What follows belongs to an exercise in optimizing a design on an open flow for small area, a short achievable clock period and few clock cycles per item; a production flow would make more cautious choices. At most, simulation tests tie the RTL to the original design; equivalence was not proved. Power is estimated from default activity; no workload was simulated.

## des_core
module des_core (
  input  wire        clk,
  input  wire        rst,
  input  wire        start,
  input  wire [1:0]  op,
  input  wire [63:0] key,
  input  wire [63:0] din,
  output reg         busy,
  output reg         done,
  output reg         err,
  output wire [63:0] dout
);
Size in the first run: about 130 flip-flops, roughly 9800 sq um of cells after synthesis.
Settings: LEC_CHECK=0, ABC_AREA=1, CAP_MARGIN=20, CORE_MARGIN=2, CORE_UTILIZATION=40, CTS_BUF_LIST=sky130_fd_sc_hd__clkbuf_4 sky130_fd_sc_hd__clkbuf_8, SLEW_MARGIN=20; clock period 10.0 ns.
standard.sh (not shown) runs the stock make flow with config.mk's settings and CLKGATE_MAP_FILE= SYNTH_SCRIPT=/design/flow/synth_recipe.tcl, a recipe that flattens the netlist after the stock synthesis.
==> flow/flow/run.sh <==
#!/bin/bash
# Own layout flow: the standard flow (standard.sh), with
#  - synthesis run by standard.sh with the ORFS scripts unchanged except the ABC
#    script that ABC_AREA=1 selects, which is replaced by flow/abc_area.script
#    (area mapping with map -a); no half/full-adder extraction (ADDER_MAP_FILE empty),
#  - port buffers of one fixed type (buf_1) instead of the default; timing repair
#    resizes them where needed,
set -euo pipefail
ARGS=(SETUP_SLACK_MARGIN=7 ADDER_MAP_FILE= "BUFFER_PORTS_ARGS=-buffer_cell sky130_fd_sc_hd__buf_1")
rm -rf own_scripts
cp -r "$FLOW_HOME/scripts" own_scripts
cp flow/abc_area.script own_scripts/abc_area.script
bash standard.sh "${ARGS[@]}" SCRIPTS_DIR="$PWD/own_scripts" synth > synth.log 2>&1
bash standard.sh "${ARGS[@]}" finish > standard.log 2>&1
==> flow/flow/abc_area.script <==
strash
dch
map -a
topo
stime -c
buffer -c
upsize -c
dnsize -c
Testbench counts at the start, summed over its fixed seeds: cycles 8,736, blocks 512.
Next try:
==> flow/flow/run.sh (replaced) <==
#!/bin/bash
# Own layout flow: the standard flow (standard.sh, run whole), with
#  - port buffers of one fixed type instead of the default,
#  - other make settings given below.
# The clock period, constraints, power grid, placement, CTS and routing steps are the
# standard ones.  make's full output goes to standard.log in the work folder.
set -euo pipefail
bash standard.sh SETUP_SLACK_MARGIN=7 ADDER_MAP_FILE= "BUFFER_PORTS_ARGS=-buffer_cell sky130_fd_sc_hd__buf_1" finish > standard.log 2>&1
removed: flow/flow/abc_area.script
=> The new run produced a clean layout; non-clock buffer count falls by 5; sequential share of layout area is about the same; cell count came out higher by about 5.6%; global-route usage came out higher by 0.20 points; worst hold slack improves by 5.0 ps; worst setup slack is better by 10 ps; first-iteration DRC count went up by 24%; design area rises by 1.6%; wire length rose by about 4.6%; area after synthesis is higher by about 6%.
Next try:
==> flow/flow/run.sh (replaced) <==
#!/bin/bash
# Own layout flow: the standard flow (standard.sh), with
#  - synthesis run by standard.sh with the ORFS scripts unchanged except the ABC
#    script that ABC_AREA=1 selects, which is replaced by flow/abc_area.script
#    (area mapping with map -a); no half/full-adder extraction (ADDER_MAP_FILE empty),
#  - port buffers of one fixed type (buf_1) instead of the default; timing repair
#    resizes them where needed,
set -euo pipefail
ARGS=(SETUP_SLACK_MARGIN=6.85 ADDER_MAP_FILE= "BUFFER_PORTS_ARGS=-buffer_cell sky130_fd_sc_hd__buf_1")
rm -rf own_scripts
cp -r "$FLOW_HOME/scripts" own_scripts
cp flow/abc_area.script own_scripts/abc_area.script
bash standard.sh "${ARGS[@]}" SCRIPTS_DIR="$PWD/own_scripts" synth > synth.log 2>&1
bash standard.sh "${ARGS[@]}" finish > standard.log 2>&1
==> flow/flow/abc_area.script (new file) <==
strash
dch
map -a
CORE_UTILIZATION = 30   (was 40)
Effect: Clock skew came out lower by 4.7 ps. First-iteration DRC count drops by 25%. Design area decreases by 4.6%. Global-route usage came out lower by 6.0 points. Via count goes down by 4.8%.
Next try:
--- a/flow/flow/run.sh
+++ b/flow/flow/run.sh
@@ -7,5 +7,5 @@
 #    resizes them where needed,
 set -euo pipefail
-ARGS=(SETUP_SLACK_MARGIN=6.85 ADDER_MAP_FILE= "BUFFER_PORTS_ARGS=-buffer_cell sky130_fd_sc_hd__buf_1")
+ARGS=(SETUP_SLACK_MARGIN=7 ADDER_MAP_FILE= "BUFFER_PORTS_ARGS=-buffer_cell sky130_fd_sc_hd__buf_1")
 rm -rf own_scripts
 cp -r "$FLOW_HOME/scripts" own_scripts
CORE_UTILIZATION = 40   (was 30)
Result: The new run produced a clean layout; fmax increases by 4.3%; clock-buffer cell count is lower by 4; setup slack improves by 130 ps.
Next try:
--- a/flow/flow/run.sh
+++ b/flow/flow/run.sh
@@ -7,5 +7,5 @@
 #    resizes them where needed,
 set -euo pipefail
-ARGS=(SETUP_SLACK_MARGIN=7 ADDER_MAP_FILE= "BUFFER_PORTS_ARGS=-buffer_cell sky130_fd_sc_hd__buf_1")
+ARGS=(SETUP_SLACK_MARGIN=6.4 ADDER_MAP_FILE= "BUFFER_PORTS_ARGS=-buffer_cell sky130_fd_sc_hd__buf_1")
 rm -rf own_scripts
 cp -r "$FLOW_HOME/scripts" own_scripts
The new run ran to the end with no violations.
Final area is lower by 7.7%.
Via count is lower by 2.5%.
Routed wire length is lower by 4.1%.
Synthesized cell count stays the same.
Area after synthesis stays the same.
Core utilization is lower by 4.0 points.
Combinational power is lower by 12%.
Setup slack degrades by 530 ps.
Next try:
--- a/flow/flow/run.sh
+++ b/flow/flow/run.sh
@@ -7,5 +7,5 @@
 #    resizes them where needed,
 set -euo pipefail
-ARGS=(SETUP_SLACK_MARGIN=6.4 ADDER_MAP_FILE= "BUFFER_PORTS_ARGS=-buffer_cell sky130_fd_sc_hd__buf_1")
+ARGS=(SETUP_SLACK_MARGIN=6.7 ADDER_MAP_FILE= "BUFFER_PORTS_ARGS=-buffer_cell sky130_fd_sc_hd__buf_1")
 rm -rf own_scripts
 cp -r "$FLOW_HOME/scripts" own_scripts
Result: Power climbs by about 1.3%. Count of clock-buffer cells in the layout shrinks by 2. Clock power is about the same. First-iteration DRC count decreases by about 24%. Cell count went up by about 0.8%. Critical path depth goes down by 6.

---

== alpha ==
Starting RTL as in the previous note.
==> flow/config.mk <==
export PLATFORM = sky130hd
export DESIGN_NAME = des_core
export DESIGN_NICKNAME = des_core
export VERILOG_FILES = /design/flow/design.v
export SDC_FILE = /design/flow/constraint.sdc
export NUM_CORES = 4
export LEC_CHECK = 0
export ABC_AREA = 1
export CAP_MARGIN = 20
export CORE_MARGIN = 2
export CORE_UTILIZATION = 40
export CTS_BUF_LIST = sky130_fd_sc_hd__clkbuf_4 sky130_fd_sc_hd__clkbuf_8
export SLEW_MARGIN = 20
==> flow/constraint.sdc <==
create_clock -name core_clock -period 10.0 [get_ports {clk}]
set_input_delay 2.0000 -clock core_clock [delete_from_list [all_inputs] [get_ports {clk}]]
set_output_delay 2.0000 -clock core_clock [all_outputs]
set_load 0.01 [all_outputs]
==> flow/flow/run.sh <==
#!/bin/bash
# Own layout flow: the standard flow (standard.sh), with
#  - synthesis run by standard.sh with the ORFS scripts unchanged except the ABC
#    script that ABC_AREA=1 selects, which is replaced by flow/abc_area.script
#    (area mapping with amap); no half/full-adder extraction (ADDER_MAP_FILE empty),
#  - port buffers of one fixed type (buf_1) instead of the default; timing repair
#    resizes them where needed,
set -euo pipefail
ARGS=(SETUP_SLACK_MARGIN=6.85 ADDER_MAP_FILE= "BUFFER_PORTS_ARGS=-buffer_cell sky130_fd_sc_hd__buf_1")
rm -rf own_scripts
cp -r "$FLOW_HOME/scripts" own_scripts
cp flow/abc_area.script own_scripts/abc_area.script
bash standard.sh "${ARGS[@]}" SCRIPTS_DIR="$PWD/own_scripts" synth > synth.log 2>&1
bash standard.sh "${ARGS[@]}" finish > standard.log 2>&1
==> flow/flow/abc_area.script <==
strash
dch -f
amap
Testbench counts of alpha, summed over its fixed seeds: cycles 8,736, blocks 512.
Setup changes, alpha to beta
==> flow/flow/run.sh <==
#!/bin/bash
# Own layout flow: the standard flow (standard.sh), with
#  - synthesis run by standard.sh with the ORFS scripts unchanged except the ABC
#    script that ABC_AREA=1 selects, which is replaced by flow/abc_area.script
#    (area mapping with map -a); no half/full-adder extraction (ADDER_MAP_FILE empty),
#  - port buffers of one fixed type (buf_1) instead of the default; timing repair
#    resizes them where needed,
set -euo pipefail
ARGS=(SETUP_SLACK_MARGIN=7.3 ADDER_MAP_FILE= "BUFFER_PORTS_ARGS=-buffer_cell sky130_fd_sc_hd__buf_1")
rm -rf own_scripts
cp -r "$FLOW_HOME/scripts" own_scripts
cp flow/abc_area.script own_scripts/abc_area.script
bash standard.sh "${ARGS[@]}" SCRIPTS_DIR="$PWD/own_scripts" synth > synth.log 2>&1
bash standard.sh "${ARGS[@]}" finish > standard.log 2>&1
==> flow/flow/abc_area.script <==
strash
dch
map -a
Results
- Summary of beta over alpha: fraction of final layout cells sized beyond drive strength 1 now sits higher; synthesized area rose about 2.8%; clock-buffer cell count decreased by 2 relative to the old numbers; total detailed-routing wirelength now larger.
The following lists how gamma was set up differently from beta:
# beta
export LEC_CHECK = 0
export ABC_AREA = 1
export CAP_MARGIN = 20
export CORE_MARGIN = 2
export CORE_UTILIZATION = 40
export CTS_BUF_LIST = sky130_fd_sc_hd__clkbuf_4 sky130_fd_sc_hd__clkbuf_8
export SLEW_MARGIN = 20
create_clock -name core_clock -period 10.0 [get_ports {clk}]
# gamma
export LEC_CHECK = 0
export ABC_AREA = 1
export CAP_MARGIN = 20
export CORE_MARGIN = 2
export CORE_UTILIZATION = 40
export CTS_BUF_LIST = sky130_fd_sc_hd__clkbuf_4 sky130_fd_sc_hd__clkbuf_8
export SLEW_MARGIN = 20
export TNS_END_PERCENT = 10
create_clock -name core_clock -period 10.0 [get_ports {clk}]
diff --git a/flow/flow/run.sh b/flow/flow/run.sh
--- a/flow/flow/run.sh
+++ b/flow/flow/run.sh
@@ -7,5 +7,5 @@
 #    resizes them where needed,
 set -euo pipefail
-ARGS=(SETUP_SLACK_MARGIN=7.3 ADDER_MAP_FILE= "BUFFER_PORTS_ARGS=-buffer_cell sky130_fd_sc_hd__buf_1")
+ARGS=(SETUP_SLACK_MARGIN=7 ADDER_MAP_FILE= "BUFFER_PORTS_ARGS=-buffer_cell sky130_fd_sc_hd__buf_1")
 rm -rf own_scripts
 cp -r "$FLOW_HOME/scripts" own_scripts
## What came out
- [compare] base=beta new=gamma: total number of vias lost 1,097, flip-flop and latch share of the layout cell area picked up an extra 5.0 points, inverter count of the layout excluding clock inverters lost about 1.9%, combinational power lost 28%.
- gamma vs beta on overall power: gamma is the lower one.
- Compared with beta, gamma shows final wirelength that has gone down by more than 10%.
- met3 layer wire length in the routed design went down by more than 10% going from beta to gamma.
- Setup slack in gamma is smaller than in beta.
- Measured against each other, beta and gamma differ in relative contribution of combinational cells to total power, the lower figure coming from gamma.
- The lower ratio of routed vias to standard cells of beta and gamma is in gamma.
The inputs of delta differ from those of gamma as listed below.
# gamma
export LEC_CHECK = 0
export ABC_AREA = 1
export CAP_MARGIN = 20
export CORE_MARGIN = 2
export CORE_UTILIZATION = 40
export CTS_BUF_LIST = sky130_fd_sc_hd__clkbuf_4 sky130_fd_sc_hd__clkbuf_8
export SLEW_MARGIN = 20
export TNS_END_PERCENT = 10
create_clock -name core_clock -period 10.0 [get_ports {clk}]
# delta
export LEC_CHECK = 0
export ABC_AREA = 1
export CAP_MARGIN = 20
export CORE_MARGIN = 2
export CORE_UTILIZATION = 60
export CTS_BUF_LIST = sky130_fd_sc_hd__clkbuf_4 sky130_fd_sc_hd__clkbuf_8
export SLEW_MARGIN = 20
create_clock -name core_clock -period 10.0 [get_ports {clk}]
diff --git a/flow/flow/run.sh b/flow/flow/run.sh
--- a/flow/flow/run.sh
+++ b/flow/flow/run.sh
@@ -7,5 +7,5 @@
 #    resizes them where needed,
 set -euo pipefail
-ARGS=(SETUP_SLACK_MARGIN=7 ADDER_MAP_FILE= "BUFFER_PORTS_ARGS=-buffer_cell sky130_fd_sc_hd__buf_1")
+ARGS=(SETUP_SLACK_MARGIN=6.85 ADDER_MAP_FILE= "BUFFER_PORTS_ARGS=-buffer_cell sky130_fd_sc_hd__buf_1")
 rm -rf own_scripts
 cp -r "$FLOW_HOME/scripts" own_scripts
## What came out
Number of nets at the end of the flow | delta below gamma
In delta the minimum clock period after layout turned out 140 ps higher than in gamma.
On hold slack, gamma loses to delta.
Higher register share of total power among gamma and delta: delta
delta ends up with higher routing usage on met1 than gamma does.
Die size: delta is under gamma
On total power consumption of the routed design, gamma loses to delta.
## Diff of input files: epsilon against delta
# delta
export LEC_CHECK = 0
export ABC_AREA = 1
export CAP_MARGIN = 20
export CORE_MARGIN = 2
export CORE_UTILIZATION = 60
export CTS_BUF_LIST = sky130_fd_sc_hd__clkbuf_4 sky130_fd_sc_hd__clkbuf_8
export SLEW_MARGIN = 20
create_clock -name core_clock -period 10.0 [get_ports {clk}]
# epsilon
export LEC_CHECK = 0
export ABC_AREA = 1
export CAP_MARGIN = 20
export CORE_MARGIN = 2
export CORE_UTILIZATION = 50
export CTS_BUF_LIST = sky130_fd_sc_hd__clkbuf_4 sky130_fd_sc_hd__clkbuf_8
export SLEW_MARGIN = 20
create_clock -name core_clock -period 10.0 [get_ports {clk}]
Summary of epsilon over delta: amount of wire on met2 after detailed routing went up by about 7%, number of buffers and inverters on the critical path went down.
epsilon against delta; number of non-filler instances in the completed layout is up slightly.
All of epsilon and delta finish clean.
Delta (epsilon minus delta): final cell area excluding filler cells up about 1.8%, routed wire length now sits higher, initial detailed-routing violation count decreased by 150 relative to the old numbers, highest clock frequency the design can meet shows an increase of 3.4%.

---

Another version of the RTL of des_core (not shown whole).
Size: ~1600 cells after synthesis, roughly 130 flip-flops, roughly 0.010 mm² of cells after synthesis.
Settings: LEC_CHECK=0, ABC_AREA=1, CAP_MARGIN=20, CORE_MARGIN=2, CORE_UTILIZATION=40, CTS_BUF_LIST=sky130_fd_sc_hd__clkbuf_8 sky130_fd_sc_hd__clkbuf_16, CTS_CLUSTER_DIAMETER=150, CTS_CLUSTER_SIZE=40, SLEW_MARGIN=20; clock period 10.0 ns.
==> flow/flow/run.sh <==
#!/bin/bash
# Own layout flow: the standard flow (standard.sh, run whole), with
#  - port buffers of one fixed type instead of the default,
#  - other make settings given below.
# The clock period, constraints, power grid, placement, CTS and routing steps are the
# standard ones.  make's full output goes to standard.log in the work folder.
set -euo pipefail
bash standard.sh SETUP_SLACK_MARGIN=7 ADDER_MAP_FILE= "BUFFER_PORTS_ARGS=-buffer_cell sky130_fd_sc_hd__buf_1" finish > standard.log 2>&1
Edit:
- CTS_BUF_LIST: sky130_fd_sc_hd__clkbuf_8 sky130_fd_sc_hd__clkbuf_16 -> sky130_fd_sc_hd__clkbuf_4 sky130_fd_sc_hd__clkbuf_8
- CTS_CLUSTER_DIAMETER: 150 -> unset
- CTS_CLUSTER_SIZE: 40 -> unset
=> Area after synthesis is unchanged; wire length decreases by 2.1%; total power decreases by 8.8%; first-iteration DRC count decreases by 9.6%; clock power decreases by 26%.
No run of this note included a check of the RTL's function; only the layout flow was run.

---

## run 1
Another version of the RTL of des_core (not shown whole).
Size in the first run: about 1600 cells after synthesis, roughly 200 I/O pins, roughly 11000 sq um of cells after synthesis.
clock: 10.0 ns
lec_check: 0
abc_area: 1
cap_margin: 20
core_margin: 2
core_utilization: 55
cts_buf_list: sky130_fd_sc_hd__clkbuf_4 sky130_fd_sc_hd__clkbuf_8
slew_margin: 20
Scripts as last shown in full above: flow/flow/run.sh
Looking at the reports, run 1 completed the entire flow and the layout it produced met the timing, DRC and antenna checks.
Testbench counts of run 1, summed over its fixed seeds: cycles 8,736, blocks 512.
What run 2 does differently from run 1 at the input level:
- CORE_UTILIZATION now 40, was 55
Results
Global-route wire length before repair up 4.0% in run 2 wrt run 1
Delta (run 2 minus run 1): aggregate negative setup slack level; critical path depth moved down; final hold slack level.
Comparing sequential share of layout area for run 2 and run 1, the smaller number came from run 1.
Run 2 against run 1: measured slew at the worst slew-check pin has increased; smallest setup slack after layout went up 0.093 ns.
Run 1 → run 2: relative contribution of combinational cells to total power went down 1.0 points, initial core utilization went down 16 points.
Sort run 2 and run 1 by total area of multi-input combinational cells desc -> top: run 1
Taking run 1 as the reference point, the wire length of run 2 rises by 1.1%.

## separate check: timing with driven ports
The flow's constraints put no driver on any port. The routed layouts listed below were extracted and timed again, unchanged, in two steps. Step 1 (the two cells are an assumption about what drives the block):
set clk [get_ports {clk}]
set_driving_cell -lib_cell sky130_fd_sc_hd__clkbuf_16 $clk
set_driving_cell -lib_cell sky130_fd_sc_hd__buf_2 [delete_from_list [all_inputs] $clk]
Step 2 adds t to the input delays and takes it off the output delays; t is the mean of the earliest and latest rising clock arrival at the registers after step 1. Input paths then give back, and output paths get back, about the clock's delay inside the block. Three values: no drivers, after step 1, after step 2; two values: the first two.
| run | t, ns | setup slack, ns | slew at the worst register clock pin (ns) |
|---|---|---|---|
| the first run of note 1 | 0.496 | 6.958 / 6.970 / 6.473 | 0.10 / 0.10 |
| the second run of note 1 | 0.520 | 6.968 / 6.924 / 6.529 | 0.10 / 0.10 |
| the third run of note 1 | 0.516 | 6.876 / 6.833 / 6.402 | 0.09 / 0.09 |
| the fourth run of note 1 | 0.515 | 7.004 / 6.967 / 6.553 | 0.09 / 0.09 |
| the fifth run of note 1 | 0.509 | 6.471 / 6.471 / 6.028 | 0.09 / 0.09 |
| the sixth run of note 1 | 0.506 | 6.776 / 6.777 / 6.287 | 0.09 / 0.09 |
| alpha | 0.504 | 6.838 / 6.797 / 6.363 | 0.09 / 0.09 |
| beta | 0.516 | 6.984 / 6.940 / 6.507 | 0.10 / 0.10 |
| gamma | 0.513 | 6.927 / 6.897 / 6.436 | 0.09 / 0.09 |
| delta | 0.507 | 6.783 / 6.783 / 6.397 | 0.09 / 0.09 |
| epsilon | 0.515 | 6.889 / 6.846 / 6.424 | 0.10 / 0.10 |
| the first run of note 3 | 0.486 | 6.888 / 6.894 / 6.408 | 0.08 / 0.08 |
| the second run of note 3 | 0.512 | 6.954 / 6.963 / 6.451 | 0.11 / 0.11 |
| run 1 | 0.520 | 6.912 / 6.915 / 6.394 | 0.10 / 0.10 |
| run 2 | 0.513 | 7.005 / 6.962 / 6.555 | 0.11 / 0.11 |
After both steps setup and hold are still met in every run listed. The setup slack of run 1, which loses most, moves by +0.003 ns with the drivers and by -0.518 ns with both steps.
